From an optimization exercise on the open Yosys and OpenROAD flow, aimed at small area, a short achievable clock period and few clock cycles; shortcuts taken in it are not production practice. Function was checked by simulation only, so behaviour that the tests miss may differ from the original.

[flow/config.mk]
export PLATFORM = sky130hd
export DESIGN_NAME = huff_tree
export DESIGN_NICKNAME = huff_tree
export VERILOG_FILES = /design/flow/design.v
export SDC_FILE = /design/flow/constraint.sdc
export NUM_CORES = 4
export LEC_CHECK = 0
export CAP_MARGIN = 20
export CORE_MARGIN = 2
export CORE_UTILIZATION = 60
export SETUP_SLACK_MARGIN = 5
export SLEW_MARGIN = 20
[flow/constraint.sdc]
create_clock -name core_clock -period 10.0 [get_ports {clk}]
set_input_delay 2.0000 -clock core_clock [delete_from_list [all_inputs] [get_ports {clk}]]
set_output_delay 2.0000 -clock core_clock [all_outputs]
set_load 0.01 [all_outputs]
[flow/design.v]
module huff_tree #(
    parameter K  = 16,   
    parameter FW = 12,   
    parameter SW = 16    
) (
    input  wire           clk,
    input  wire           rst,
    input  wire           cmd_valid,
    output wire           cmd_ready,
    input  wire [4:0]     k_cnt,
    input  wire [K*FW-1:0] freqs,
    output wire           out_valid,
    input  wire           out_ready,
    output wire           out_end,
    output wire [4:0]     out_left,
    output wire [4:0]     out_right,
    output wire [SW-1:0]  out_freq
);
    localparam ID = K/2;    
    integer j;
    function automatic lt_f(input [SW-1:0] a, input [SW-1:0] b);
        reg [SW-1:0] g, e;
        integer i, w;
        begin
            g = ~a & b;
            e = ~(a ^ b);
            for (w = 1; w < SW; w = w * 2)
                for (i = 0; i + w < SW; i = i + 2 * w) begin
                    g[i] = g[i+w] | (e[i+w] & g[i]);
                    e[i] = e[i+w] & e[i];
                end
            lt_f = g[0];
        end
    endfunction
    function automatic [SW-1:0] add_f(input [SW-1:0] a, input [SW-1:0] b);
        reg [SW-1:0] p, g, gn, pn;
        integer i, w;
        begin
            p = a ^ b;
            g = a & b;
            for (w = 1; w < SW; w = w * 2) begin
                gn = g; pn = p;
                for (i = w; i < SW; i = i + 1) begin
                    gn[i] = g[i] | (p[i] & g[i-w]);
                    pn[i] = p[i] & p[i-w];
                end
                g = gn; p = pn;
            end
            add_f = (a ^ b) ^ {g[SW-2:0], 1'b0};
        end
    endfunction
    reg  [3:0]    prk [0:K-1];    
    reg  [3:0]    pt;             
    reg  [FW-1:0] ft;             
    reg           ftv;            
    reg           plast;          
    reg           pdone;          
    reg  [FW-1:0] ma, mb;         
    reg  [3:0]    mai, mbi;
    reg           mbv;
    wire [FW-1:0] fte = ftv ? ft : freqs[FW-1:0];
    reg  [K-1:0]  lt;             
    reg  [3:0]    prk_n [0:K-1];  
    always @(*)
        for (j = 0; j < K; j = j + 1) begin
            lt[j] = (j >= k_cnt) ||
                    lt_f({{(SW-FW-1){1'b0}}, fte, 1'b0},
                         {{(SW-FW-1){1'b0}}, freqs[j*FW +: FW], pt < j});
            if (pdone)
                prk_n[j] = prk[j];
            else if (!ftv)
                prk_n[j] = {3'd0, lt[j]};
            else
                prk_n[j] = prk[j] ^ {lt[j] & (&prk[j][2:0]), lt[j] & (&prk[j][1:0]),
                                     lt[j] & prk[j][0], lt[j]};
        end
    wire          ta = lt_f({{(SW-FW){1'b0}}, fte}, {{(SW-FW){1'b0}}, ma});
    wire          tb = !mbv || lt_f({{(SW-FW){1'b0}}, fte}, {{(SW-FW){1'b0}}, mb});
    reg  [FW-1:0] ma_n, mb_n;
    reg  [3:0]    mai_n, mbi_n;
    reg           mbv_n;
    always @(*) begin
        ma_n = ma; mai_n = mai; mb_n = mb; mbi_n = mbi; mbv_n = mbv;
        if (!pdone) begin
            if (!ftv) begin
                ma_n = fte; mai_n = pt; mbv_n = 1'b0;
            end else if (ta) begin
                ma_n = fte; mai_n = pt;
                mb_n = ma;  mbi_n = mai; mbv_n = 1'b1;
            end else if (tb) begin
                mb_n = fte; mbi_n = pt; mbv_n = 1'b1;
            end
        end
    end
    reg  [FW-1:0] rf [0:K-1];
    reg  [3:0]    rk [0:K-1];
    reg  [4:0]    rk_k;           
    reg  [4:0]    s;              
    reg  [4:0]    lrem;           
    reg  [FW-1:0] l0f, l1f;       
    reg  [3:0]    l0i, l1i;
    reg           rfb;            
    assign cmd_ready = (pdone || plast) && !rfb;
    wire   acc = cmd_valid && cmd_ready;
    wire [3:0]    s2 = s[3:0] + 4'd2;
    wire [3:0]    s3 = s[3:0] + 4'd3;
    reg  [FW-1:0] l2f, l3f;
    reg  [3:0]    l2i, l3i;
    always @(*) begin
        l2f = 0; l3f = 0; l2i = 0; l3i = 0;
        for (j = 0; j < K; j = j + 1) begin
            if (rk[j] == s2) begin
                l2f = l2f | rf[j];
                l2i = l2i | j;
            end
            if (rk[j] == s3) begin
                l3f = l3f | rf[j];
                l3i = l3i | j;
            end
        end
    end
    reg           act;            
    reg           mrf;            
    reg           pend;           
    reg  [4:0]    ih;             
    reg  [SW-1:0] iq [0:ID-1];
    reg  [3:0]    n;              
    reg           o_v, o_e;
    reg  [4:0]    o_l, o_r;
    reg  [SW-1:0] o_f;
    wire          vl0 = (lrem != 5'd0);
    wire          vl1 = (lrem[4:1] != 4'd0);
    wire          vi0 = (n != 4'd0);
    wire          vi1 = (n[3:1] != 3'd0);
    wire [SW-1:0] l0 = {{(SW-FW){1'b0}}, l0f};
    wire [SW-1:0] l1 = {{(SW-FW){1'b0}}, l1f};
    wire [SW-1:0] i0 = iq[0];
    wire [SW-1:0] i1 = iq[1];
    wire          last  = (lrem == 5'd1 && n == 4'd0) || (lrem == 5'd0 && n == 4'd1);
    wire          oslot = !o_v || out_ready;
    wire          go_end   = act && oslot && last;
    wire          go_merge = act && oslot && !last;
    wire          ca = vl0 && (!vi0 || !lt_f(i0, l0));    
    wire          cb = vl1 && (!vi0 || !lt_f(i0, l1));    
    wire          cc = vl0 && (!vi1 || !lt_f(i1, l0));    
    wire          k_ll = ca && cb;
    wire          k_la = ca && !cb;
    wire          k_lb = !ca && cc;
    wire          k_ii = !ca && !cc;
    wire          k_l1 = k_la || k_lb;                
    wire [SW-1:0] s_ll = add_f(l0, l1);
    wire [SW-1:0] s_li = add_f(l0, i0);
    wire [SW-1:0] s_ii = add_f(i0, i1);
    wire [SW-1:0] sum = ({SW{k_ll}} & s_ll) | ({SW{k_l1}} & s_li) | ({SW{k_ii}} & s_ii);
    wire [4:0]    ih1 = ih + 5'd1;
    wire [4:0]    ih2 = ih + 5'd2;
    wire [4:0]    xi = (k_ll || k_la) ? {1'b0, l0i} : ih;
    wire [4:0]    yi = k_ll ? {1'b0, l1i} : k_la ? ih : k_lb ? {1'b0, l0i} : ih1;
    wire [3:0]    n_p1 = n + 4'd1;
    wire [3:0]    n_m1 = n - 4'd1;
    wire [4:0]    lrem1 = lrem - 5'd1;
    wire [4:0]    lrem2 = lrem - 5'd2;
    wire [4:0]    s_1 = s + 5'd1;
    wire [4:0]    s_2 = s + 5'd2;
    wire          z0 = (lrem == 5'd0);
    wire          z1 = (lrem == 5'd1);
    wire          z2 = (lrem == 5'd2);
    reg  [ID-1:0] e0, e1, e2;
    always @(*)
        for (j = 0; j < ID; j = j + 1) begin
            e0[j] = (n == j);
            e1[j] = (n == j + 1);
            e2[j] = (n == j + 2);
        end
    wire          lfree = mrf && (go_merge ? (k_ll ? z2 : k_l1 ? z1 : z0)
                                           : (go_end ? (z1 || z0) : z0));
    wire          start = (!act || go_end) && (pend || acc);
    assign out_valid = o_v;
    assign out_end   = o_e;
    assign out_left  = o_l;
    assign out_right = o_r;
    assign out_freq  = o_f;
    always @(posedge clk) begin
        for (j = 0; j < K; j = j + 1)
            prk[j] <= prk_n[j];
        ft  <= freqs[(pt + 4'd1)*FW +: FW];
        ma  <= ma_n;
        mai <= mai_n;
        mb  <= mb_n;
        mbi <= mbi_n;
        mbv <= mbv_n;
        if (cmd_ready) begin
            for (j = 0; j < K; j = j + 1) begin
                rf[j] <= freqs[j*FW +: FW];
                rk[j] <= prk_n[j];
            end
            l0f <= ma_n;
            l0i <= mai_n;
            l1f <= mb_n;
            l1i <= mbi_n;
        end else if (go_merge && mrf) begin
            l0f <= k_ll ? l2f : k_l1 ? l1f : l0f;
            l0i <= k_ll ? l2i : k_l1 ? l1i : l0i;
            l1f <= k_ll ? l3f : k_l1 ? l2f : l1f;
            l1i <= k_ll ? l3i : k_l1 ? l2i : l1i;
        end
        if (acc) begin
            rk_k <= k_cnt;
            s    <= 5'd0;
        end else if (go_merge && mrf) begin
            s    <= k_ll ? s_2 : k_l1 ? s_1 : s;
        end
        if (go_merge)
            for (j = 0; j < ID; j = j + 1)
                iq[j] <= ((k_ll && e0[j]) || (k_l1 && e1[j]) || (k_ii && e2[j])) ? sum :
                         k_ll ? iq[j] : k_ii ? iq[(j+2) % ID] : iq[(j+1) % ID];
        if (go_merge || go_end) begin
            o_e <= go_end;
            o_l <= go_end ? (vl0 ? {1'b0, l0i} : ih) : xi;
            o_r <= yi;
            o_f <= go_end ? (vl0 ? l0 : i0) : sum;
        end
        if (rst) begin
            pt    <= 4'd0;
            ftv   <= 1'b0;
            plast <= 1'b0;
            pdone <= 1'b0;
            rfb   <= 1'b0;
            act   <= 1'b0;
            mrf   <= 1'b0;
            lrem  <= 5'd0;
            pend  <= 1'b0;
            n     <= 4'd0;
            o_v   <= 1'b0;
        end else begin
            if (acc || !cmd_valid) begin
                pt    <= 4'd0;
                ftv   <= 1'b0;
                plast <= 1'b0;
                pdone <= 1'b0;
            end else if (!pdone) begin
                pt    <= pt + 4'd1;
                ftv   <= 1'b1;
                plast <= ({1'b0, pt} + 5'd2 == k_cnt);
                pdone <= ({1'b0, pt} + 5'd1 == k_cnt);
            end
            if (acc)
                rfb <= 1'b1;
            else if (lfree)
                rfb <= 1'b0;
            if (go_merge)
                n <= k_ll ? n_p1 : k_ii ? n_m1 : n;
            else if (go_end)
                n <= 4'd0;
            if (go_merge || go_end)
                o_v <= 1'b1;
            else if (out_ready)
                o_v <= 1'b0;
            if (start) begin
                act  <= 1'b1;
                mrf  <= 1'b1;
                pend <= 1'b0;
                ih   <= pend ? rk_k : k_cnt;
                lrem <= pend ? rk_k : k_cnt;
            end else begin
                if (go_merge) begin
                    ih   <= k_ll ? ih : k_ii ? ih2 : ih1;
                    lrem <= k_ll ? lrem2 : k_l1 ? lrem1 : lrem;
                end else if (go_end) begin
                    lrem <= 5'd0;
                end
                if (go_end)
                    act <= 1'b0;
                if (acc) begin
                    mrf  <= 1'b0;
                    pend <= 1'b1;
                end else if (go_end) begin
                    mrf  <= 1'b0;
                end
            end
        end
    end
endmodule
[flow/run.sh]
#!/bin/bash
# synth_recipe.tcl (not shown) runs the flow's synth.tcl, then flattens the netlist and writes it again
# the make line also repeats each setting of config.mk as NAME=value (left out here)
make -C /OpenROAD-flow-scripts/flow DESIGN_CONFIG=/design/flow/config.mk WORK_HOME=/design/flow/orfs CLKGATE_MAP_FILE= SYNTH_SCRIPT=/design/flow/synth_recipe.tcl finish
==> results.ini <==
[clock_network]
insertion_delay_ps = 640
cts_tree = built
cts_sinks = 587
cts-root-buf = clkbuf_16
cts_buffers = 66
cts.clk_slew.worst_paths_ps = 60
htreeDepth = 3
postCtsHoldBufs = 0
clockBufferDepth = 3

[global_routing]
grt_pass1_wl_um = 204000
antenna_found_initial = 4
grt_usage_pct = 43.5
grt_max_degree = 171
grt-ovfl-total = 0
grt_pass1_vias = 31132

[layout]
syn_to_final_growth_pct = 16.4
drive_above_1_share_pct = 10.5
layout.nets = 4096

[worst_setup_path]
cp.arrival_ps = 5440
startpoint_type = input port
path_max_fanout = 20
critPathKind = input port to register
end_kind = register
critPathRequiredTime_ps = 10450

[pwr]
p_sw_share_pct = 31.7
switchingPower_mw = 2.31
vdd_ir_drop_max_uv = 147
p_int_mw = 4.98
comb_power_share_pct = 26.6
power_frac_clock_pct = 34.6
p_seq_share_pct = 38.8
power_per_cell_area_nw_per_um2 = 166
p_leak_nw = 16.4
power.total_mw = 7.29

[floorplanning]
die_h_um = 255
die_area_um2 = 64800
start_util_pct = 60.8
die_width_um = 255
core-area_um2 = 61900
ioPinCount = 230
rows = 91

[yosys]
synth.most_common_cell = edfxtp_1
syn-mean-instance-area_um2 = 11.2
synth_edf_count = 454
synth_seq_area_share_pct = 43.3
yosysTopAreaCell = edfxtp_1
synth_common_cells = edfxtp_1, ha_1, mux2i_1
synthCells = 3357
yosys_register_bits = 587
yosys.area.top_type_share_pct = 36.2
syn-num-nets = 3882
synth_area_um2 = 37700
synth_ff_type = edfxtp_1
synthArstFlopShare_pct = 0
yosysWarnings = 6
synth_area_leaders = edfxtp_1, ha_1, mux2i_1
synth_cell_types = 85

[routing]
viasPerCell = 7.09
detailroute.via_count = 31676
first_pass_iters = 7
wl_per_cell_um = 31.9
drc_errors = 0
ant_nets = 0
wirelength_um = 142000
first_iter_violations = 4078

[timing]
slew_headroom_pct = 21.7
tns_ps = 0
rsz0062_at_grt = true
period_share_pct = 50.0
fin_worst_skew_ps = 23.2
fmax_ghz = 0.200
finalHoldViolCount = 0
post-route-min-period_ps = 5000
maxSlewViolCount = 0
setup-violations-final = 0
worstMarginPinSlew_ps = 1170

[min_path]
hp-class = register to register

[placement]
numPortBuffers = 229
dp_hpwl_um = 102000
gp_congestion = 1.05

[run]
drv_cap = 0

[status]
status = timing/DRC/antenna clean

[registers in the layout, indices dropped and copies added (netlist names), 12 cells and up]
signal,flops
ft,12
iq,128
l0f,12
l1f,12
ma,12
mb,12
o_f,16
prk,64
rf,192
rk,64
[area by class of cell]
cell class | instances | area (µm²)
multi-input combinational | 2491 | 20700
inverter | 96 | 390
sequential | 587 | 16300
tap | 837 | 1050
timing repair buffer | 329 | 3160
clock inverter | 32 | 387
fill | 4422 | 18100
antenna | 4 | 10.0
clock buffer | 90 | 1830
[per-layer routing]
layer  vias up  GRT usage [%]  share of wire, %
met2      2356           67.6                45
met4         6           29.6               8.0
met1     15208           52.2                35
li1      13494              -                 -
met5         -              0             0.031
met3       612           12.9                12
[through the flow]
step / cells / area, µm² / util [%] / hold slack, ps / setup WS, ps
3_3_place_gp: 4313 / 41000 / 66.2 / 452 / 3670
6_report: 4466 / 43800 / 70.8 / 489 / 5000
2_1_floorplan: 3357 / 37700 / - / 443 / 5020
5_1_grt: 4463 / 43800 / 70.8 / 503 / 4890
4_1_cts: 4451 / 43600 / 70.4 / 485 / 5010
3_5_place_dp: 4313 / 41000 / 66.2 / 470 / 3630
[final timing paths]
path / slack [ps] / startpoint / to / depth (start not counted)
worst max-delay path: 5000 / freqs[4] / rk[10][1]$_DFFE_PP_ / 13
worst min-delay path: 490 / mbi[2]$_DFF_P_ / mbi[2]$_DFF_P_ / 2
worst max register to register: 5150 / iq[1][14]$_DFFE_PP_ / iq[3][1]$_DFFE_PP_ / 10
worst min register to register: 490 / mbi[2]$_DFF_P_ / mbi[2]$_DFF_P_ / 2
[cells in the final DEF (no fill, tap or decap), types with 20 or more instances in the layout]
cell type and count:
nand2_1 248, xor3_1 26, a22oi_1 71, a22o_1 64, and2_1 29, a21o_1 60
o21ai_0 127, clkdlybuf4s50_1 229, a21oi_1 146, nor2b_1 20, dfxtp_1 129, a211oi_1 30
xnor2_1 71, and3_1 34, nor3_1 55, xor2_1 49, nand4_1 35, edfxtp_1 454
inv_1 86, clkbuf_16 66, o31ai_1 31, o211ai_1 27, nor2_1 178, mux4_2 48
a221oi_1 53, ha_1 321, o21a_1 22, nand3_1 71, buf_4 88, mux2i_1 312
[power groups by stage]
stage / Combinational, mW / Sequential (mW) / Clock, mW
final: 1.94 / 2.83 / 2.52
after global routing: 2.03 / 2.84 / 2.61
after CTS: 1.83 / 2.83 / 2.52
after detailed placement: 1.79 / 2.88 / 0
after global placement: 1.74 / 2.88 / 0
after floorplan: 1.14 / 2.84 / 0
[worst max-delay path, cell delays in order]
cell and delay (ps):
clkdlybuf4s50_1 730, mux2i_2 120, buf_4 260, ha_1 350
o21ai_0 190, a211oi_1 780, a21o_1 210, a211o_1 150
ha_1 140, inv_1 50, nor3_1 170, a21oi_1 60
o21ai_0 210
[timing repair]
item / 4_1_cts / 5_1_grt
gates cloned: 0 / 1
endpoints found under the setup margin: 301 / 156
pin swaps: 5 / 7
setup buffers: 16 / 9
endpoints found under the hold margin: 0 / 0
gates resized for setup: 42 / 42
[logic make-up after synthesis]
logic type / Yosys count / share of synthesized area [%]
compound gates: 832 / 15.6
simple gates: 796 / 10.3
flops: 587 / 43.3
mux: 377 / 11.7
fa+ha+maj: 324 / 10.8
buf+inv: 280 / 3.04
xor+xnor: 161 / 5.33
Testbench counts, summed over its fixed seeds: cycles 3,521.

-- port drivers added, routing unchanged --
How much do the figures lean on ideal ports? The routed layout below was timed once more, with nothing changed but the port constraints. Step 1 (the two cells are an assumption about what drives the block):
set clk [get_ports {clk}]
set_driving_cell -lib_cell sky130_fd_sc_hd__clkbuf_16 $clk
set_driving_cell -lib_cell sky130_fd_sc_hd__buf_2 [delete_from_list [all_inputs] $clk]
Step 2 also shifts input and output timing later by t, the mid clock arrival at the registers, as if the neighbouring blocks saw the same clock. Three values: ideal ports, drivers, drivers and shift; two values: the first two.
t, ns: 0.693
setup WS [ns]: 5.004 / 5.023 / 4.330
clock arrival spread, ns: 0.025 / 0.024
After both steps this run still meets setup and hold. For this run, drivers alone change the setup slack by +0.019 ns; drivers and shift together by -0.674 ns.
